This design comes from an exercise in tuning for small area, a short achievable clock period and few clock cycles per item on the open sky130 flow, not from production work.
Only simulation tests tie the RTL to the original design; equivalence was not proved.
Power figures rest on the tool's default switching activity, not on a simulated workload.

<file path="flow/flow/run.sh">
#!/bin/bash
set -euo pipefail
bash standard.sh SETUP_SLACK_MARGIN=6.8 "BUFFER_PORTS_ARGS=-buffer_cell sky130_fd_sc_hd__buf_2" finish > make_finish.log 2>&1
</file>
<file path="flow/standard.sh">
#!/bin/bash
# synth_recipe.tcl (not shown) runs the flow's synth.tcl, then flattens the netlist and writes it again
# the make line also repeats each setting of config.mk as NAME=value (left out here)
make -C /OpenROAD-flow-scripts/flow DESIGN_CONFIG=/design/flow/config.mk WORK_HOME=/design/flow/orfs CLKGATE_MAP_FILE= SYNTH_SCRIPT=/design/flow/synth_recipe.tcl "${@:-finish}"
</file>
<file path="flow/config.mk">
export PLATFORM = sky130hd
export DESIGN_NAME = lz77_enc
export DESIGN_NICKNAME = lz77_enc
export VERILOG_FILES = /design/flow/design.v
export SDC_FILE = /design/flow/constraint.sdc
export NUM_CORES = 4
export LEC_CHECK = 0
export ABC_CLOCK_PERIOD_IN_PS = 2500
export CAP_MARGIN = 20
export CORE_MARGIN = 2
export CORE_UTILIZATION = 55
export CTS_CLUSTER_DIAMETER = 80
export CTS_CLUSTER_SIZE = 25
export SLEW_MARGIN = 20
</file>
<file path="flow/constraint.sdc">
create_clock -name core_clock -period 10.0 [get_ports {clk}]
set_input_delay 2.0000 -clock core_clock [delete_from_list [all_inputs] [get_ports {clk}]]
set_output_delay 2.0000 -clock core_clock [all_outputs]
set_load 0.01 [all_outputs]
</file>
<file path="flow/design.v">
module lz77_enc (
    input  wire        clk,
    input  wire        rst,             
    input  wire [6:0]  cfg_window,      
    input  wire [5:0]  cfg_lookahead,   
    input  wire        in_valid,
    output wire        in_ready,
    input  wire [7:0]  in_data,
    input  wire        in_last,         
    output wire        out_valid,
    input  wire        out_ready,
    output wire [15:0] out_offset,
    output wire [15:0] out_length,
    output wire [7:0]  out_literal,
    output wire        out_last         
);
    localparam N    = 64;               
    localparam RING = 8;                
    localparam RW   = 3;                
    reg        a_valid;
    reg  [7:0] a_data;
    reg        a_last;
    reg        s_valid;                 
    reg  [7:0] s_data;                  
    reg        s_last;
    reg        msg_start;               
    reg  [6:0] win;                     
    reg  [5:0] look;                    
    reg        rdy;                     
    assign in_ready = rdy;
    wire   in_fire  = in_valid && rdy;
    reg  [7:0]    hist [1:N];           
    reg  [RW-1:0] rot;                  
    reg  [N:1]    m;                    
    reg  [5:0]    t;                    
    reg           t0;                   
    reg  [6:0]    lim;                  
    reg        e0_v;
    reg  [6:0] e0_off;
    reg  [5:0] e0_len;
    reg  [7:0] e0_lit;
    reg        e0_last;
    wire room    = !e0_v || out_ready;
    wire aligned = (rot == {RW{1'b0}}) || (lim == 7'd0);
    wire go      = a_valid && room && aligned;
    wire a_free  = !a_valid || go;      
    wire [N:1] eq;
    wire [N:1] init;
    wire [7:0] lq_gt, lq_eq, lr_gt;
    genvar d;
    generate
        for (d = 0; d < 8; d = d + 1) begin : g_lim
            assign lq_gt[d] = (lim[5:3] > d);
            assign lq_eq[d] = (lim[5:3] == d);
            assign lr_gt[d] = (lim[2:0] > d);
        end
        for (d = 1; d <= N; d = d + 1) begin : g_cmp
            assign eq[d]   = (hist[d] == a_data);
            assign init[d] = lim[6] || lq_gt[(d-1)/8] || (lq_eq[(d-1)/8] && lr_gt[(d-1)%8]);
        end
    endgenerate
    wire [N:1] m_eff   = t0 ? init : m;
    wire [N:1] e       = m_eff & eq;
    wire       any     = |e;
    wire       cap_hit = (t == look);
    wire       lit     = a_last || cap_hit || !any;
    wire [N:1] m_next  = m_eff & (eq | {N{!go}});
    reg  [6:0] pe;
    integer i;
    always @(*) begin
        pe = 7'd0;
        for (i = 1; i <= N; i = i + 1)
            if (m[i]) pe = i;
    end
    wire [6:0] p_off = t0 ? 7'd0 : pe;
    wire push = go && lit;
    assign out_valid   = e0_v;
    assign out_offset  = {9'd0, e0_off};
    assign out_length  = {10'd0, e0_len};
    assign out_literal = e0_lit;
    assign out_last    = e0_last;
    wire          s_valid_next = a_free ? 1'b0 : (s_valid || in_fire);
    wire [6:0]    lim_next     = go ? (a_last ? 7'd0 : (lim == win ? lim : lim + 7'd1)) : lim;
    wire [RW-1:0] rot_next     = go ? {RW{1'b0}} : rot + 1'b1;
    integer k;
    always @(posedge clk) begin
        if (a_free)
            a_data <= s_valid ? s_data : in_data;
        if (!a_free && rdy) begin
            s_data <= in_data;
            s_last <= in_last;
        end
        for (k = 2; k <= N; k = k + 1)
            if ((k - 1) % RING != 0)
                hist[k] <= hist[k-1];
            else
                hist[k] <= go ? hist[k-1] : hist[k+RING-1];
        hist[1] <= go ? a_data : hist[RING];
        m <= m_next;
        if (room) begin
            e0_off  <= p_off;
            e0_len  <= t;
            e0_lit  <= a_data;
            e0_last <= a_last;
        end
    end
    always @(posedge clk) begin
        if (rst) begin
            a_valid   <= 1'b0;
            a_last    <= 1'b0;
            s_valid   <= 1'b0;
            msg_start <= 1'b1;
            win       <= 7'd1;
            look      <= 6'd1;
            rdy       <= 1'b1;
            rot       <= {RW{1'b0}};
            t         <= 6'd0;
            t0        <= 1'b1;
            lim       <= 7'd0;
            e0_v      <= 1'b0;
        end else begin
            if (a_free) begin
                a_valid <= s_valid || in_fire;
                a_last  <= s_valid ? s_last : in_last;
            end
            s_valid <= s_valid_next;
            if (in_fire) begin
                msg_start <= in_last;
                if (msg_start) begin
                    win  <= cfg_window;
                    look <= cfg_lookahead;
                end
            end
            if (go) begin
                t  <= lit ? 6'd0 : t + 6'd1;
                t0 <= lit;
            end
            lim  <= lim_next;
            rot  <= rot_next;
            if (room)
                e0_v <= push;
            rdy  <= !s_valid_next;
        end
    end
endmodule
</file>
==> insert_results.sql, run 1 <==
INSERT INTO impl_metrics (metric_group, metric, value, unit) VALUES
('timing', 'worst_hold_slack_after_final_layout', '0.3590', 'ns'),
('timing', 'setup_total_negative_slack', '0', 'ns'),
('placed_design', 'preCtsSetupSlack', '5.706', 'ns'),
('cts', 'worstSkewPairLatency', '0.58', 'ns'),
('cells_and_area', 'utilization', '62.70', '%'),
('setup_path', 'worst_setup_path_end_kind', 'output pin', ''),
('worst_hold_path', 'timing.hold.worst.class', 'flip-flop to flip-flop', ''),
('placed_design', 'dp.final_hpwl', '44340', 'um'),
('setup_path', 'worst-path-max-fanout', '3', ''),
('drt', 'first_iter_violations', '1649', ''),
('timing', 'finalHoldViolations', '0', ''),
('cts', 'cts-htree-levels', '2', ''),
('placed_design', 'post_dp_cell_area', '0.02454', 'mm2'),
('synthesis', 'synthDominantAreaCellType', 'dfxtp_1', ''),
('placed_design', 'gp_congestion', '0.9731', ''),
('drt', 'vias', '16588', ''),
('setup_path', 'critical_path.startpoint_type', 'flip-flop', ''),
('drt', 'post_drt_wl_per_cell', '25.01', 'um'),
('drt', 'detail_route.drc_violations', '0', ''),
('synthesis', 'syn-cell-area', '0.02394', 'mm2'),
('synthesis', 'synthesis.instances', '2270', ''),
('placed_design', 'placed_cells', '2815', ''),
('setup_path', 'highest_delay_cell_along_the_critical_path', 'dfxtp_1', ''),
('setup_path', 'timing.setup.critical_path_class', 'flip-flop to output pin', ''),
('cells_and_area', 'antenna_cells', '0', ''),
('setup_path', 'wp_buf_inv', '1', ''),
('grt', 'grt_remaining_overflow', '0', ''),
('synthesis', 'edff_count_synth', '39', ''),
('setup_path', 'worst_ep_arrival_time', '1.21', 'ns'),
('timing', 'timing.clock.skew', '0.02241', 'ns'),
('timing', 'rsz0062_at_grt', 'true', ''),
('synthesis', 'ys_top_cells_by_area', 'dfxtp_1, xor2_1, edfxtp_1, nand2_1, nor4_1', ''),
('synthesis', 'ys_ff_latch', '651', ''),
('synthesis', 'seq_area_frac_synth', '56.06', '%'),
('outcome', 'outcome', 'timing/DRC/antenna clean', ''),
('floorplanning', 'core.rowCount', '76', ''),
('drt', 'drt.antenna.violating_nets', '0', ''),
('floorplanning', 'design.die.area', '0.04522', 'mm2'),
('placed_design', 'numPortBuffers', '49', ''),
('synthesis', 'syn-mean-instance-area', '10.55', 'um2'),
('grt', 'grt_first_pass_wirelength', '101100', 'um'),
('setup_path', 'crit_path_max_incr_delay', '0.45', 'ns'),
('floorplanning', 'fp.coreArea', '0.04298', 'mm2'),
('cells_and_area', 'final_layout_size_suffix_gt1_share', '9.996', '%'),
('timing', 'period_needed', '3.206', 'ns'),
('floorplanning', 'die-width', '212.6', 'um'),
('floorplanning', 'io_pins', '69', ''),
('cts', 'numClockSinks', '651', ''),
('timing', 'tightest_slew', '1.006', 'ns'),
('timing', 'worst_slack', '6.794', 'ns'),
('cts', 'cts_max_path_buffers', '3', ''),
('synthesis', 'postSynth.topFlopCell', 'dfxtp_1', ''),
('drt', 'wl', '73170', 'um'),
('timing', 'slew_headroom', '32.33', '%'),
('floorplanning', 'initial_core_util', '55.70', '%'),
('drt', 'detailedRoute.firstPassIterationCount', '6', ''),
('setup_path', 'crit_family', 'flip-flops', ''),
('drt', 'routed_via_density', '5.669', ''),
('grt', 'gr-usage-all-layers', '30.62', '%'),
('pwr', 'leakage', '11.62', 'nW'),
('synthesis', 'netlist.area_leader.share', '51.17', '%'),
('timing', 'setup_viol_count_final', '0', ''),
('cells_and_area', 'nNetsFinal', '2362', ''),
('synthesis', 'yosys_warnings', '2', ''),
('synthesis', 'post_synth_num_cell_types', '74', ''),
('setup_path', 'critical_path_required', '8.00', 'ns'),
('cells_and_area', 'final_cells', '2926', ''),
('grt', 'number_of_global_route_vias_before_repair', '15993', ''),
('setup_path', 'timing.critical_path.cells', 'buf_2', ''),
('pwr', 'p_total', '5.530', 'mW'),
('timing', 'timing.fmax', '0.3119', 'GHz');
[sequential cells by signal, summed over array words and instances, names as in the netlist, 3 cells and up]
signal / flops
t: 6
s_data: 8
m: 64
e0_len: 6
e0_lit: 8
hist: 512
a_data: 8
rot: 3
lim: 7
win: 7
look: 6
e0_off: 7
[per-layer routing]
layer / up-vias / share of wire, % / GRT usage [%] / wire length [um]
li1: 7749 / - / - / -
met1: 8091 / 45 / 43.44 / 33070
met2: 624 / 44 / 46.61 / 32210
met3: 124 / 7.4 / 5.864 / 5424
met4: 0 / 3.4 / 10.97 / 2466
met5: - / 0 / 0 / 0
[cells by family after synthesis]
family          Yosys count  synth area share (%)
simple gates            644                 13.03
compound gates          268                 7.337
flops                   651                 56.06
xor+xnor                535                 19.57
other cells               1               0.01566
fa+ha+maj                 8                0.4181
mux                      11                0.5017
buf+inv                 152                 3.057
[cell usage after synthesis (all sizes together), types with 6 or more instances]
cell     number
clkbuf       29
or4           6
dfxtp       612
o211ai       13
a21boi        9
o21ai        35
a2bb2oi       7
nand2       299
ha            8
nor3         18
nand2b        6
nor4        143
xor2        514
nand4        16
xnor2        21
o31ai         6
nor2         92
mux2          8
inv          22
o2111ai      11
and3         11
buf         101
edfxtp       39
a31oi         9
nand3        18
a21oi        96
a211oi       12
o22ai        20
o22a          7
[timing repair]
action,4_1_cts,5_1_grt
pin swaps,1,3
gates cloned,10,12
gates resized for setup,80,27
setup endpoints to repair,101,87
buffers inserted,6,33
hold endpoints to repair,0,0
[power breakdown]
| group | internal, mW | switching (mW) | leakage (nW) |
|---|---|---|---|
| clock | 0.677 | 0.884 | 0.504 |
| sequential | 2.87 | 0.203 | 5.39 |
| combinational | 0.373 | 0.526 | 5.72 |
| total | 3.92 | 1.61 | 11.6 |
[path summary, 6_finish.rpt]
| kind | startpoint | to | slack, ns | cells past startpoint |
|---|---|---|---|---|
| setup / recovery | e0_v | out_valid | 6.79 | 1 |
| hold / removal | hist[4][1] | hist[5][1] | 0.36 | 0 |
| setup reg to reg | a_data[0] | t[3] | 6.81 | 10 |
| hold reg to reg | hist[4][1] | hist[5][1] | 0.36 | 0 |
[cell usage in the layout (no fill, tap or decap), types with 6 or more instances in the layout]
cell / instances
dfxtp_1: 606
xor2_1: 514
nand2_1: 296
nor4_1: 142
a21oi_1: 93
nor2_1: 89
buf_2: 49
clkbuf_16: 46
edfxtp_1: 39
buf_4: 35
o21ai_0: 33
inv_1: 22
xnor2_1: 21
o22ai_1: 19
conb_1: 19
nand3_1: 17
nor3_1: 17
nand4_1: 16
o211ai_1: 13
buf_12: 12
a211oi_1: 11
o2111ai_1: 11
a21boi_0: 9
a31oi_1: 9
buf_16: 9
and3_1: 8
mux2_2: 8
bufbuf_16: 8
o22a_1: 7
a2bb2oi_1: 7
o31ai_1: 6
[cell type report]
| type | count | area, um2 |
|---|---|---|
| clock buffers | 39 | 900.9 |
| clock inverters | 11 | 146.4 |
| fillers | 3609 | 16030 |
| inverters | 22 | 82.58 |
| multi-input cells | 1488 | 10040 |
| flip-flops and latches | 651 | 13440 |
| well taps | 585 | 732.0 |
| repair buffers | 130 | 1610 |
Testbench counts, summed over its fixed seeds: cycles 35,415, bytes 35,399.
==> run 2: changes to the inputs <==
--- a/flow/design.v
+++ b/flow/design.v
@@ -59,7 +59,7 @@
             assign init[d] = lim[6] || lq_gt[(d-1)/8] || (lq_eq[(d-1)/8] && lr_gt[(d-1)%8]);
         end
     endgenerate
-    wire [N:1] m_eff   = t0 ? init : m;
+    wire [N:1] m_eff   = (m | {N{t0}}) & init;
     wire [N:1] e       = m_eff & eq;
     wire       any     = |e;
     wire       cap_hit = (t == look);
--- a/flow/config.mk
+++ b/flow/config.mk
@@ -8,7 +8,7 @@
 export ABC_CLOCK_PERIOD_IN_PS = 2500
 export CAP_MARGIN = 20
 export CORE_MARGIN = 2
-export CORE_UTILIZATION = 55
+export CORE_UTILIZATION = 45
 export CTS_CLUSTER_DIAMETER = 80
 export CTS_CLUSTER_SIZE = 25
 export SLEW_MARGIN = 20
==> run 2 against run 1 <==
Sequential power hardly changed. Via count is 4.6% lower. Worst setup slack worse by 0.031 ns. Combinational power is 13% lower. Critical endpoint unchanged. Non-clock buffer count is 45 lower. Sequential share of layout area is 1.7 points higher. Largest cell class unchanged. Maximum frequency is 0.97% lower. Wire length is 13% lower. Critical path type unchanged. Synthesized cell count is 1.9% lower. Critical path depth stayed put. Total power is 1.8% lower.
==> insert_results.sql, run 2 <==
INSERT INTO impl_metrics (metric_group, metric, value, unit) VALUES
('setup_path', 'crit_family', 'flip-flops', ''),
('worst_hold_path', 'timing.hold.worst.class', 'flip-flop to flip-flop', ''),
('setup_path', 'critical_path_required', '8.00', 'ns'),
('timing', 'tightest_slew', '0.8172', 'ns'),
('synthesis', 'seq_area_frac_synth', '56.80', '%'),
('cts', 'hold_buffer_count_at_cts', '0', ''),
('drt', 'wl', '63340', 'um'),
('drt', 'first_iter_violations', '1331', ''),
('placed_design', 'placed_cells', '2867', ''),
('floorplanning', 'die-height', '233.2', 'um'),
('synthesis', 'postSynth.topFlopCell', 'dfxtp_1', ''),
('setup_path', 'crit_path_max_incr_delay', '0.48', 'ns'),
('cells_and_area', 'final_cells', '2939', ''),
('outcome', 'outcome', 'timing/DRC/antenna clean', ''),
('drt', 'detail_route.drc_violations', '0', ''),
('drt', 'drt.antenna.violating_nets', '0', ''),
('pwr', 'ir_drop', '0.1548', 'mV'),
('setup_path', 'worst_ep_arrival_time', '1.24', 'ns'),
('floorplanning', 'design.die.area', '0.05436', 'mm2'),
('grt', 'grt_remaining_overflow', '0', ''),
('cells_and_area', 'largest_reg_flops', '512', ''),
('cells_and_area', 'largest_register', 'hist', ''),
('synthesis', 'yosys_warnings', '2', ''),
('placed_design', 'post_dp_cell_area', '0.02436', 'mm2'),
('placed_design', 'preCtsSetupSlack', '5.321', 'ns'),
('synthesis', 'synthesis.instances', '2227', ''),
('timing', 'worst_hold_slack_after_final_layout', '0.3499', 'ns'),
('cells_and_area', 'reg_top3', 'hist (512), m (64)', ''),
('timing', 'period_needed', '3.237', 'ns'),
('timing', 'timing.fmax', '0.3089', 'GHz'),
('setup_path', 'worst-path-max-fanout', '3', ''),
('timing', 'slew_viol_final', '0', ''),
('timing', 'finalCritPeriodShare', '32.37', '%'),
('cts', 'total_clock_buffers_created_by_cts', '35', ''),
('timing', 'slew_headroom', '44.95', '%'),
('cts', 'numClockSinks', '651', ''),
('synthesis', 'ys_top_cells_by_area', 'dfxtp_1, xor2_1, edfxtp_1, nand2_1, nor4_1', ''),
('timing', 'rsz0062_at_grt', 'true', ''),
('timing', 'timing.clock.skew', '0.03110', 'ns'),
('pwr', 'p_total', '5.433', 'mW'),
('job', 'max-cap-violations', '0', ''),
('drt', 'post_drt_wl_per_cell', '21.55', 'um'),
('cells_and_area', 'nNetsFinal', '2276', ''),
('grt', 'grt_antenna_before_repair', '0', ''),
('cts', 'cts-htree-levels', '2', ''),
('timing', 'finalHoldViolations', '0', ''),
('floorplanning', 'initial_core_util', '45.78', '%'),
('cells_and_area', 'synthToLayoutAreaGrowth', '10.25', '%'),
('drt', 'routed_via_density', '5.385', ''),
('setup_path', 'wp_buf_inv', '1', ''),
('floorplanning', 'core.rowCount', '83', ''),
('timing', 'setup_viol_count_final', '0', ''),
('drt', 'vias', '15826', ''),
('timing', 'worst_slack', '6.763', 'ns'),
('setup_path', 'timing.critical_path.cells', 'buf_2', ''),
('timing', 'setup_total_negative_slack', '0', 'ns'),
('grt', 'grt_max_degree', '83', ''),
('setup_path', 'critical_path.startpoint_type', 'flip-flop', ''),
('cts', 'cts_tree', 'yes', ''),
('placed_design', 'numPortBuffers', '49', ''),
('synthesis', 'syn-cell-area', '0.02363', 'mm2'),
('placed_design', 'gp_congestion', '1.001', ''),
('placed_design', 'dp.final_hpwl', '42180', 'um'),
('pwr', 'leakage', '10.79', 'nW'),
('cells_and_area', 'utilization', '50.47', '%'),
('cells_and_area', 'antenna_cells', '0', ''),
('pwr', 'powerDensity', '208.6', 'mW/mm2'),
('synthesis', 'ys_ff_latch', '651', ''),
('cells_and_area', 'mostFrequentLayoutCell', 'dfxtp_1', ''),
('synthesis', 'post_synth_num_cell_types', '67', ''),
('cts', 'cts_max_path_buffers', '3', ''),
('floorplanning', 'io_pins', '69', ''),
('synthesis', 'share_of_synthesized_flip_flops_with_an_asynchronous_set_or_reset', '0', '%'),
('cts', 'cts.reportedPaths.clkPinSlew', '0.09', 'ns'),
('floorplanning', 'die-width', '233.2', 'um'),
('grt', 'gr-usage-all-layers', '22.96', '%'),
('setup_path', 'reg2reg_setup_slack', '6.90', 'ns'),
('synthesis', 'synthDominantAreaCellType', 'dfxtp_1', ''),
('drt', 'detailedRoute.firstPassIterationCount', '6', ''),
('synthesis', 'edff_count_synth', '39', ''),
('cells_and_area', 'final_layout_size_suffix_gt1_share', '8.942', '%'),
('synthesis', 'synth.cells.most_frequent', 'dfxtp_1, xor2_1, nand2_1, nor4_1, a21oi_1', ''),
('synthesis', 'dominant_cell_by_count_in_the_synthesized_netlist', 'dfxtp_1', ''),
('grt', 'grt_first_pass_wirelength', '94820', 'um'),
('cells_and_area', 'final_design_area_no_fill', '0.02605', 'mm2'),
('cts', 'worstSkewPairLatency', '0.59', 'ns'),
('floorplanning', 'fp.coreArea', '0.05161', 'mm2'),
('synthesis', 'syn-mean-instance-area', '10.61', 'um2'),
('grt', 'number_of_global_route_vias_before_repair', '15801', ''),
('setup_path', 'worst_setup_path_end_kind', 'output pin', ''),
('synthesis', 'netlist.area_leader.share', '51.85', '%'),
('cells_and_area', 'final_cell_mix', 'dfxtp_1, xor2_1, nand2_1', ''),
('setup_path', 'timing.setup.critical_path_class', 'flip-flop to output pin', ''),
('setup_path', 'highest_delay_cell_along_the_critical_path', 'dfxtp_1', ''),
('cts', 'cts_root_buf', 'clkbuf_16', '');
## run 2: cell count changes in the layout (fill, tap and decap cells not counted), sizes merged, moves of 9 or more
cell    delta
o221ai    +12
o211ai     -9
o21ai     +22
o22ai      +9
nor4      -11
xor2      -43
xnor2     +42
or3        +9
nor2      -27
buf       -29
## run 2: cell families after synthesis
family | Yosys count | share of synthesized area (%)
AOI/OAI and AO/OA | 275 | 7.466
xor gates and xnor gates | 534 | 19.79
adders and majority gates | 8 | 0.4236
buffers and inverters | 151 | 3.060
DFF | 651 | 56.80
muxes | 10 | 0.4660
other | 1 | 0.01587
and+or+nand+nor | 597 | 11.97
## run 2: final cells by class
cell class | count | area (um2)
well taps | 680 | 850.8
clock inverters | 11 | 123.9
clock buffers | 43 | 979.7
repair buffers | 85 | 765.7
multi-input cells | 1448 | 9824
fillers | 4615 | 25560
inverters | 21 | 78.83
flip-flops and latches | 651 | 13430
## run 2: routing by layer
| metal | up-vias | wire [um] | part of all wire [%] | global-route usage (%) |
|---|---|---|---|---|
| li1 | 7493 | - | - | - |
| met1 | 7770 | 28900 | 46 | 30.95 |
| met2 | 450 | 29080 | 46 | 37.25 |
| met3 | 113 | 3365 | 5.3 | 3.979 |
| met4 | 0 | 1999 | 3.2 | 7.683 |
| met5 | - | 0 | 0 | 0 |
## run 2: where the power goes
group / internal (mW) / total [mW] / switching (mW)
clock network: 0.720 / 1.59 / 0.870
registers: 2.87 / 3.06 / 0.194
logic: 0.310 / 0.783 / 0.472
total: 3.90 / 5.43 / 1.54
## run 2: what timing repair did
| item | in CTS | in global routing |
|---|---|---|
| cloned | 4 | 4 |
| setup endpoints to repair | 146 | 128 |
| setup buffers | 8 | 2 |
| pin swaps | 3 | 1 |
| resized for setup | 65 | 23 |
## run 2: final timing paths
check,from,to,depth (start not counted)
setup / recovery,e0_v,out_valid,1
hold / removal,hist[21][6],hist[22][6],0
setup reg to reg,lim[1],t[2],9
hold reg to reg,hist[21][6],hist[22][6],0
Testbench counts of run 2, summed over its fixed seeds: cycles 35,415, bytes 35,399.
==> run 3: changes to the inputs <==
--- a/flow/design.v
+++ b/flow/design.v
@@ -28,19 +28,19 @@
     reg  [5:0] look;                    
     reg        rdy;                     
     assign in_ready = rdy;
-    wire   in_fire  = in_valid && rdy;
+    wire   in_fire  = in_valid && !s_valid;
     reg  [7:0]    hist [1:N];           
     reg  [RW-1:0] rot;                  
     reg  [N:1]    m;                    
     reg  [5:0]    t;                    
     reg           t0;                   
     reg  [6:0]    lim;                  
-    reg        e0_v;
+    reg        e0_v, e0_e;
     reg  [6:0] e0_off;
     reg  [5:0] e0_len;
     reg  [7:0] e0_lit;
     reg        e0_last;
-    wire room    = !e0_v || out_ready;
+    wire room    = e0_e || out_ready;
     wire aligned = (rot == {RW{1'b0}}) || (lim == 7'd0);
     wire go      = a_valid && room && aligned;
     wire a_free  = !a_valid || go;      
@@ -86,7 +86,7 @@
     always @(posedge clk) begin
         if (a_free)
             a_data <= s_valid ? s_data : in_data;
-        if (!a_free && rdy) begin
+        if (!a_free && !s_valid) begin
             s_data <= in_data;
             s_last <= in_last;
         end
@@ -118,6 +118,7 @@
             t0        <= 1'b1;
             lim       <= 7'd0;
             e0_v      <= 1'b0;
+            e0_e      <= 1'b1;
         end else begin
             if (a_free) begin
                 a_valid <= s_valid || in_fire;
@@ -137,8 +138,10 @@
             end
             lim  <= lim_next;
             rot  <= rot_next;
-            if (room)
+            if (room) begin
                 e0_v <= push;
+                e0_e <= !push;
+            end
             rdy  <= !s_valid_next;
         end
     end
==> run 3 against run 2 <==
Total power down 3.8%. Area after synthesis up 0.96%. Worst setup slack gained 0.080 ns. Global-route usage fell by 0.49 points. Cell area grew 0.54%. Cell count is 1.5% higher. Worst hold slack got worse by 0.0033 ns. Flip-flop and latch count rose by 1. Clock power fell by 4%.
==> insert_results.sql, run 3 <==
INSERT INTO impl_metrics (metric_group, metric, value, unit) VALUES
('pwr', 'powerDensity', '199.5', 'mW/mm2'),
('timing', 'slew_headroom', '41.82', '%'),
('job', 'max-cap-violations', '0', ''),
('drt', 'detail_route.drc_violations', '0', ''),
('timing', 'timing.clock.skew', '0.02690', 'ns'),
('cts', 'cts_root_buf', 'clkbuf_16', ''),
('cells_and_area', 'nNetsFinal', '2313', ''),
('cells_and_area', 'antenna_cells', '0', ''),
('timing', 'rsz0062_at_grt', 'true', ''),
('floorplanning', 'initial_core_util', '45.49', '%'),
('placed_design', 'dp.final_hpwl', '41780', 'um'),
('synthesis', 'dominant_cell_by_count_in_the_synthesized_netlist', 'dfxtp_1', ''),
('cells_and_area', 'final_layout_size_suffix_gt1_share', '9.020', '%'),
('setup_path', 'crit_path_max_incr_delay', '0.47', 'ns'),
('floorplanning', 'design.die.area', '0.05488', 'mm2'),
('drt', 'drt.antenna.violating_nets', '0', ''),
('setup_path', 'critical_path_required', '10.49', 'ns'),
('setup_path', 'highest_delay_cell_along_the_critical_path', 'nor4_1', ''),
('placed_design', 'gp_congestion', '0.9712', ''),
('cts', 'hold_buffer_count_at_cts', '0', ''),
('synthesis', 'ys_ff_latch', '652', ''),
('synthesis', 'postSynth.topFlopCell', 'dfxtp_1', ''),
('cells_and_area', 'area.sequential', '0.01345', 'mm2'),
('setup_path', 'timing.critical_path.cells', 'buf_8, buf_12, xor2_1, nor4_1, nand2_1, o22ai_1, nor3_1, nand4_1, buf_4, nor3_2, nor4_1', ''),
('timing', 'setup_total_negative_slack', '0', 'ns'),
('floorplanning', 'die-width', '234.3', 'um'),
('synthesis', 'synth.cells.most_frequent', 'dfxtp_1, xor2_1, nand2_1, nor4_1, a21oi_1', ''),
('outcome', 'outcome', 'timing/DRC/antenna clean', ''),
('pwr', 'ir_drop', '0.1147', 'mV'),
('timing', 'finalCritPeriodShare', '31.57', '%'),
('drt', 'wl', '62040', 'um'),
('placed_design', 'numPortBuffers', '49', ''),
('drt', 'first_iter_violations', '1168', ''),
('timing', 'finalHoldViolations', '0', ''),
('drt', 'post_drt_wl_per_cell', '20.80', 'um'),
('setup_path', 'worst_setup_path_end_kind', 'flip-flop', ''),
('timing', 'tightest_slew', '0.8648', 'ns'),
('pwr', 'p_total', '5.226', 'mW'),
('cts', 'cts_tree', 'yes', ''),
('floorplanning', 'io_pins', '69', ''),
('setup_path', 'crit_top_cell', 'nor4_1', ''),
('cells_and_area', 'multiInputGateArea', '0.009958', 'mm2'),
('setup_path', 'timing.setup.critical_path_class', 'flip-flop to flip-flop', ''),
('floorplanning', 'fp.coreArea', '0.05245', 'mm2'),
('cts', 'total_clock_buffers_created_by_cts', '34', ''),
('synthesis', 'post_synth_num_cell_types', '63', ''),
('setup_path', 'critical_path.startpoint_type', 'flip-flop', ''),
('cells_and_area', 'fillers', '4736', ''),
('setup_path', 'worstRegToRegCells', '11', ''),
('cells_and_area', 'reg_top3', 'hist (512), m (64)', ''),
('drt', 'vias', '16018', ''),
('cts', 'cts_max_path_buffers', '3', ''),
('timing', 'period_needed', '3.157', 'ns'),
('grt', 'gr-usage-all-layers', '22.47', '%'),
('cells_and_area', 'largest_register', 'hist', ''),
('floorplanning', 'die-height', '234.3', 'um'),
('synthesis', 'synthesis.instances', '2270', ''),
('grt', 'grt_first_pass_wirelength', '94010', 'um'),
('synthesis', 'share_of_synthesized_flip_flops_with_an_asynchronous_set_or_reset', '0', '%'),
('synthesis', 'syn-cell-area', '0.02386', 'mm2'),
('synthesis', 'syn-mean-instance-area', '10.51', 'um2'),
('floorplanning', 'core.rowCount', '84', ''),
('grt', 'grt_antenna_before_repair', '1', ''),
('setup_path', 'worst-path-max-fanout', '36', ''),
('timing', 'setup_viol_count_final', '0', ''),
('timing', 'slew_viol_final', '0', ''),
('synthesis', 'synthDominantAreaCellType', 'dfxtp_1', ''),
('cells_and_area', 'final_cell_mix', 'dfxtp_1, xor2_1, nand2_1', ''),
('timing', 'timing.fmax', '0.3168', 'GHz'),
('cts', 'worstSkewPairLatency', '0.60', 'ns'),
('synthesis', 'netlist.area_leader.share', '51.44', '%'),
('synthesis', 'ys_top_cells_by_area', 'dfxtp_1, xor2_1, edfxtp_1, nand2_1, nor4_1', ''),
('cells_and_area', 'utilization', '49.94', '%'),
('cts', 'numClockSinks', '652', ''),
('worst_hold_path', 'holdPathStages', '0', ''),
('synthesis', 'seq_area_frac_synth', '56.35', '%'),
('cells_and_area', 'largest_reg_flops', '512', ''),
('drt', 'routed_via_density', '5.370', ''),
('synthesis', 'edff_count_synth', '39', ''),
('grt', 'number_of_global_route_vias_before_repair', '15923', ''),
('synthesis', 'yosys_warnings', '2', ''),
('cells_and_area', 'mostFrequentLayoutCell', 'dfxtp_1', ''),
('cts', 'cts-htree-levels', '2', ''),
('setup_path', 'worst_ep_arrival_time', '3.64', 'ns'),
('setup_path', 'reg2reg_setup_slack', '6.84', 'ns'),
('grt', 'grt_max_degree', '81', ''),
('drt', 'detailedRoute.firstPassIterationCount', '5', ''),
('worst_hold_path', 'timing.hold.worst.class', 'flip-flop to flip-flop', ''),
('pwr', 'leakage', '10.78', 'nW'),
('cells_and_area', 'synthToLayoutAreaGrowth', '9.781', '%'),
('cts', 'cts.reportedPaths.clkPinSlew', '0.09', 'ns'),
('grt', 'grt_remaining_overflow', '0', '');
[run 3: changes by cell type in the layout (fill, tap and decap cells not counted), sizes merged, moves of 7 or more]
cell	before	now
o21ai	57	46
nor3	14	31
or2	8	16
nor2	65	78
o221ai	13	6
o2111ai	9	19
a21oi	89	99
[run 3: cells by family (layout without fill, tap and decap cells)]
family	after synthesis	count (layout)	share of synthesized area (%)
other	1	19	0.01572
adders and majority gates	8	8	0.4196
DFF	652	652	56.35
xor gates and xnor gates	534	534	19.60
muxes	10	10	0.4615
AOI/OAI and AO/OA	272	272	7.195
and+or+nand+nor	638	639	12.75
buffers and inverters	155	161	3.204
[run 3: where the power goes]
group	total [mW]	switching [mW]	leakage [nW]	internal (mW)
Sequential	3.02	0.176	5.40	2.85
Clock	1.52	0.857	0.494	0.663
Combinational	0.682	0.409	4.88	0.273
Total	5.23	1.44	10.8	3.78
[run 3: per-stage QoR]
stage	hold slack, ns	std cells	setup slack (ns)	cell area [um2]
2_1_floorplan	0.3487	2288	6.504	24020
3_3_place_gp	0.3518	2920	5.337	24610
3_5_place_dp	0.3530	2920	5.300	24610
4_1_cts	0.3398	2979	6.801	25970
5_1_grt	0.3533	2983	6.724	26190
6_report	0.3466	2983	6.843	26190
[run 3: worst paths after layout]
| check | from | endpoint |
|---|---|---|
| max | a_data[4] | t[5] |
| min | hist[11][4] | hist[12][4] |
| max reg2reg | a_data[4] | t[5] |
| min reg2reg | hist[11][4] | hist[12][4] |
[run 3: timing repair]
item	in CTS	in global routing
endpoints found under the setup margin	147	21
pin swaps	2	3
gates resized for setup	65	34
setup buffers	5	1
cloned	2	3
[run 3: critical path: cells and delay by family (launching register included)]
family / cells / cell delay (ns)
buf+inv: 3 / 0.81
flops: 1 / 0.40
compound gates: 1 / 0.38
simple gates: 6 / 1.33
xor+xnor: 1 / 0.11
[run 3: per-layer routing]
metal / vias to the layer above / GRT usage [%] / wire length (um)
li1: 7633 / - / -
met1: 7816 / 30.31 / 27810
met4: 0 / 6.369 / 1868
met5: - / 0 / 0
met2: 470 / 37.16 / 28890
met3: 99 / 3.696 / 3466
[run 3: area by class of cell]
cell class,count,area share (%)
clock inverters,12,0.4395
clock buffers,40,3.416
multi-input cells,1482,38.02
inverters,23,0.3583
flip-flops and latches,652,51.36
repair inverters,1,0.01911
well taps,688,3.287
repair buffers,85,3.096
Testbench counts of run 3, summed over its fixed seeds: cycles 35,415, bytes 35,399.
==> run 4: changes to the inputs <==
--- a/flow/design.v
+++ b/flow/design.v
@@ -46,14 +46,32 @@
     wire a_free  = !a_valid || go;      
     wire [N:1] eq;
     wire [N:1] init;
-    wire [7:0] lq_gt, lq_eq, lr_gt;
+    reg  [7:0] lq_gt, lq_eq, lr_gt;
+    always @(*) begin
+        case (lim[5:3])
+            3'd0: lq_gt = 8'b00000000;
+            3'd1: lq_gt = 8'b00000001;
+            3'd2: lq_gt = 8'b00000011;
+            3'd3: lq_gt = 8'b00000111;
+            3'd4: lq_gt = 8'b00001111;
+            3'd5: lq_gt = 8'b00011111;
+            3'd6: lq_gt = 8'b00111111;
+            default: lq_gt = 8'b01111111;
+        endcase
+        case (lim[2:0])
+            3'd0: lr_gt = 8'b00000000;
+            3'd1: lr_gt = 8'b00000001;
+            3'd2: lr_gt = 8'b00000011;
+            3'd3: lr_gt = 8'b00000111;
+            3'd4: lr_gt = 8'b00001111;
+            3'd5: lr_gt = 8'b00011111;
+            3'd6: lr_gt = 8'b00111111;
+            default: lr_gt = 8'b01111111;
+        endcase
+        lq_eq = 8'b00000001 << lim[5:3];
+    end
     genvar d;
     generate
-        for (d = 0; d < 8; d = d + 1) begin : g_lim
-            assign lq_gt[d] = (lim[5:3] > d);
-            assign lq_eq[d] = (lim[5:3] == d);
-            assign lr_gt[d] = (lim[2:0] > d);
-        end
         for (d = 1; d <= N; d = d + 1) begin : g_cmp
             assign eq[d]   = (hist[d] == a_data);
             assign init[d] = lim[6] || lq_gt[(d-1)/8] || (lq_eq[(d-1)/8] && lr_gt[(d-1)%8]);
==> run 4 against run 3 <==
Largest power group unchanged. Worst setup slack improved by 0.025 ns. Via count decreased by 4.5%. Critical path type is now flip-flop to output pin. Critical endpoint is now out_offset[3]. Non-clock buffer count increased by 14. Highest routed layer unchanged. Largest cell class unchanged.
==> insert_results.sql, run 4 <==
INSERT INTO impl_metrics (metric_group, metric, value, unit) VALUES
('outcome', 'outcome', 'timing/DRC/antenna clean', ''),
('grt', 'grt_antenna_before_repair', '1', ''),
('synthesis', 'synth.cells.most_frequent', 'dfxtp_1, xor2_1, nor4_1, nand2_1, a21oi_1', ''),
('synthesis', 'seq_area_frac_synth', '56.30', '%'),
('synthesis', 'postSynth.topFlopCell', 'dfxtp_1', ''),
('synthesis', 'yosys_warnings', '2', ''),
('synthesis', 'synthDominantAreaCellType', 'dfxtp_1', ''),
('synthesis', 'syn-cell-area', '0.02388', 'mm2'),
('grt', 'grt_first_pass_wirelength', '92510', 'um'),
('cts', 'cts_tree', 'yes', ''),
('cells_and_area', 'final_layout_size_suffix_gt1_share', '13.56', '%'),
('floorplanning', 'die-width', '234.3', 'um'),
('drt', 'first_iter_violations', '1097', ''),
('setup_path', 'reg2reg_from', 'a_data[2]', ''),
('cells_and_area', 'nNetsFinal', '2180', ''),
('cells_and_area', 'final_design_area_no_fill', '0.02640', 'mm2'),
('cells_and_area', 'largest_register', 'hist', ''),
('cells_and_area', 'final_cell_mix', 'dfxtp_1, xor2_1, nor4_1', ''),
('timing', 'worst_hold_slack_after_final_layout', '0.3466', 'ns'),
('synthesis', 'share_of_synthesized_flip_flops_with_an_asynchronous_set_or_reset', '0', '%'),
('setup_path', 'crit_family', 'flip-flops', ''),
('synthesis', 'ys_ff_latch', '652', ''),
('floorplanning', 'core.rowCount', '84', ''),
('setup_path', 'worst-path-max-fanout', '1', ''),
('setup_path', 'reg2reg_setup_slack', '6.87', 'ns'),
('cts', 'cts_max_path_buffers', '3', ''),
('cts', 'cts-htree-levels', '2', ''),
('cts', 'numClockSinks', '652', ''),
('cells_and_area', 'fillers', '4674', ''),
('worst_hold_path', 'holdPathStages', '0', ''),
('synthesis', 'ys_top_cells_by_area', 'dfxtp_1, xor2_1, edfxtp_1, nor4_1, mux2_2', ''),
('cells_and_area', 'synthToLayoutAreaGrowth', '10.57', '%'),
('cells_and_area', 'mostFrequentLayoutCell', 'dfxtp_1', ''),
('timing', 'timing.clock.skew', '0.04388', 'ns'),
('job', 'max-cap-violations', '0', ''),
('cells_and_area', 'largest_reg_flops', '512', ''),
('placed_design', 'post_dp_cell_area', '0.02454', 'mm2'),
('cts', 'worstSkewPairLatency', '0.59', 'ns'),
('placed_design', 'numPortBuffers', '49', ''),
('pwr', 'ir_drop', '0.1272', 'mV'),
('worst_hold_path', 'worst_hold_startpoint', 'hist[35][1]', ''),
('pwr', 'leakage', '10.84', 'nW'),
('cts', 'hold_buffer_count_at_cts', '0', ''),
('grt', 'grt_max_degree', '79', ''),
('floorplanning', 'io_pins', '69', ''),
('placed_design', 'dp.final_hpwl', '42300', 'um'),
('setup_path', 'highest_delay_cell_along_the_critical_path', 'edfxtp_1', ''),
('setup_path', 'worst_r2r_dst', 't0', ''),
('pwr', 'powerDensity', '205.6', 'mW/mm2'),
('timing', 'slew_headroom', '38.27', '%'),
('setup_path', 'critical_path.startpoint_type', 'flip-flop', ''),
('setup_path', 'crit_path_max_incr_delay', '0.42', 'ns'),
('cells_and_area', 'antenna_cells', '0', ''),
('synthesis', 'netlist.area_leader.share', '51.40', '%'),
('drt', 'vias', '15295', ''),
('floorplanning', 'initial_core_util', '45.44', '%'),
('floorplanning', 'die-height', '234.3', 'um'),
('synthesis', 'syn-mean-instance-area', '11.30', 'um2'),
('timing', 'setup_viol_count_final', '0', ''),
('timing', 'rsz0062_at_grt', 'true', ''),
('cts', 'cts_root_buf', 'clkbuf_16', ''),
('floorplanning', 'fp.coreArea', '0.05255', 'mm2'),
('worst_hold_path', 'whs_endpoint', 'hist[36][1]', ''),
('drt', 'detail_route.drc_violations', '0', ''),
('synthesis', 'dominant_cell_by_count_in_the_synthesized_netlist', 'dfxtp_1', ''),
('timing', 'slew_viol_final', '0', ''),
('drt', 'post_drt_wl_per_cell', '22.68', 'um'),
('timing', 'finalCritPeriodShare', '31.32', '%'),
('cells_and_area', 'reg_top3', 'hist (512), m (64)', ''),
('floorplanning', 'design.die.area', '0.05492', 'mm2'),
('timing', 'period_needed', '3.132', 'ns'),
('setup_path', 'timing.critical_path.cells', 'buf_2', ''),
('setup_path', 'timing.setup.critical_path_class', 'flip-flop to output pin', ''),
('setup_path', 'worst_setup_path_end_kind', 'output pin', ''),
('drt', 'routed_via_density', '5.369', ''),
('setup_path', 'wp_buf_inv', '1', ''),
('setup_path', 'worstRegToRegCells', '10', ''),
('timing', 'finalHoldViolations', '0', ''),
('drt', 'wl', '64620', 'um'),
('synthesis', 'edff_count_synth', '39', ''),
('drt', 'detailedRoute.firstPassIterationCount', '5', ''),
('timing', 'setup_total_negative_slack', '0', 'ns'),
('setup_path', 'critical_path_required', '8.00', 'ns'),
('timing', 'tightest_slew', '0.9247', 'ns'),
('synthesis', 'post_synth_num_cell_types', '69', ''),
('grt', 'gr-usage-all-layers', '22.32', '%'),
('cts', 'total_clock_buffers_created_by_cts', '34', ''),
('cts', 'cts.reportedPaths.clkPinSlew', '0.09', 'ns'),
('grt', 'grt_remaining_overflow', '0', ''),
('drt', 'drt.antenna.violating_nets', '0', ''),
('grt', 'number_of_global_route_vias_before_repair', '14996', ''),
('synthesis', 'synthesis.instances', '2113', ''),
('worst_hold_path', 'timing.hold.worst.class', 'flip-flop to flip-flop', ''),
('setup_path', 'worst_ep_arrival_time', '1.13', 'ns'),
('placed_design', 'gp_congestion', '0.9572', ''),
('pwr', 'p_total', '5.427', 'mW'),
('timing', 'timing.fmax', '0.3193', 'GHz');
run 4: cell types whose count changed after synthesis, sizes merged, moves of 12 or more:
cell and delta:
o22ai -13, xor2 +13, nand2 -185, clkbuf -21
mux2 +64, xnor2 -13, o221ai +12, nor3 -16
run 4: through the flow:
step	util [%]	instances	setup WS (ns)
after floorplan	-	2131	6.430
after global placement	46.70	2768	5.226
after detailed placement	46.70	2768	5.160
after CTS	49.17	2826	6.746
after global routing	50.24	2849	6.776
final	50.24	2849	6.868
run 4: timing repair:
| action | 4_1_cts | 5_1_grt |
|---|---|---|
| buffers inserted | 5 | 16 |
| pin swaps | 5 | 11 |
| cloned | 3 | 7 |
| resized for setup | 54 | 52 |
| endpoints found under the setup margin | 139 | 13 |
run 4: area by class of cell:
| type | count | area (um2) | share of cell area [%] |
|---|---|---|---|
| clock inverters | 8 | 85.08 | 0.3223 |
| multi-input cells | 1337 | 10070 | 38.15 |
| inverters | 22 | 86.33 | 0.3270 |
| well taps | 688 | 860.8 | 3.261 |
| clock buffers | 42 | 912.1 | 3.455 |
| flip-flops and latches | 652 | 13450 | 50.95 |
| repair inverters | 1 | 5.005 | 0.01896 |
| repair buffers | 99 | 928.4 | 3.517 |
run 4: where the power goes:
group / total, mW / internal, mW / switching (mW)
sequential: 3.07 / 2.87 / 0.193
combinational: 0.844 / 0.358 / 0.485
clock: 1.52 / 0.665 / 0.853
run 4: cells by family (layout without fill, tap and decap cells):
family          count (synthesis)  count (layout)  share of synthesized area, %
buf+inv                       144             172                         3.411
simple gates                  433             435                         9.558
other cells                     1              19                       0.01571
fa+ha+maj                       7               7                        0.3668
compound gates                268             268                         7.279
flops                         652             652                         56.30
xor+xnor                      534             534                         19.59
mux                            74              74                         3.480
run 4: how the worst max path moves through the flow:
stage	start	endpoint	slack [ns]	cells past startpoint
finish	e0_off[3]	out_offset[3]	6.87	1
global route	lim[0]	e0_e	6.78	11
CTS	lim[1]	e0_e	6.75	11
detailed placement	out_ready	hist[1][0]	5.16	6
global placement	out_ready	hist[9][1]	5.23	6
floorplan	out_ready	s_data[0]	6.43	6
run 4: metal layers:
| metal | part of all wire [%] | vias up | GRT usage [%] | routed length, um |
|---|---|---|---|---|
| met2 | 48 | 415 | 37.81 | 30740 |
| met4 | 2.7 | 0 | 6.348 | 1727 |
| met5 | 0 | - | 0 | 0 |
| met3 | 5.0 | 95 | 2.845 | 3240 |
| met1 | 45 | 7515 | 29.89 | 28910 |
| li1 | - | 7270 | - | - |
Testbench counts of run 4, summed over its fixed seeds: cycles 35,415, bytes 35,399.

## what the ideal ports hide
The flow's constraints put no driver on any port. The routed layouts listed below were extracted and timed again, unchanged, in two steps.
Step 1 sets driving cells, clkbuf_16 on the clock port and buf_2 on the other inputs (assumed; they add their load-dependent delay and slew).
Step 2 also shifts input and output timing later by t, the mid clock arrival at the registers, as if the neighbouring blocks saw the same clock.
Three values: ideal, step 1, step 2; two values: the first two.
| run | t, ns | setup WS [ns] | worst setup path after step 2 | pins driven straight from the clock port |
|---|---|---|---|---|
| run 1 | 0.631 | 6.794 / 6.735 / 6.341 | input to register | 1 |
| run 2 | 0.629 | 6.763 / 6.703 / 6.399 | input to register | 1 |
| run 3 | 0.641 | 6.843 / 6.802 / 6.319 | input to register | 1 |
| run 4 | 0.630 | 6.868 / 6.807 / 6.354 | input to register | 1 |
After both steps setup and hold are still met in every run listed. The setup slack of run 3, which loses most, moves by -0.041 ns with the drivers and by -0.524 ns with both steps.
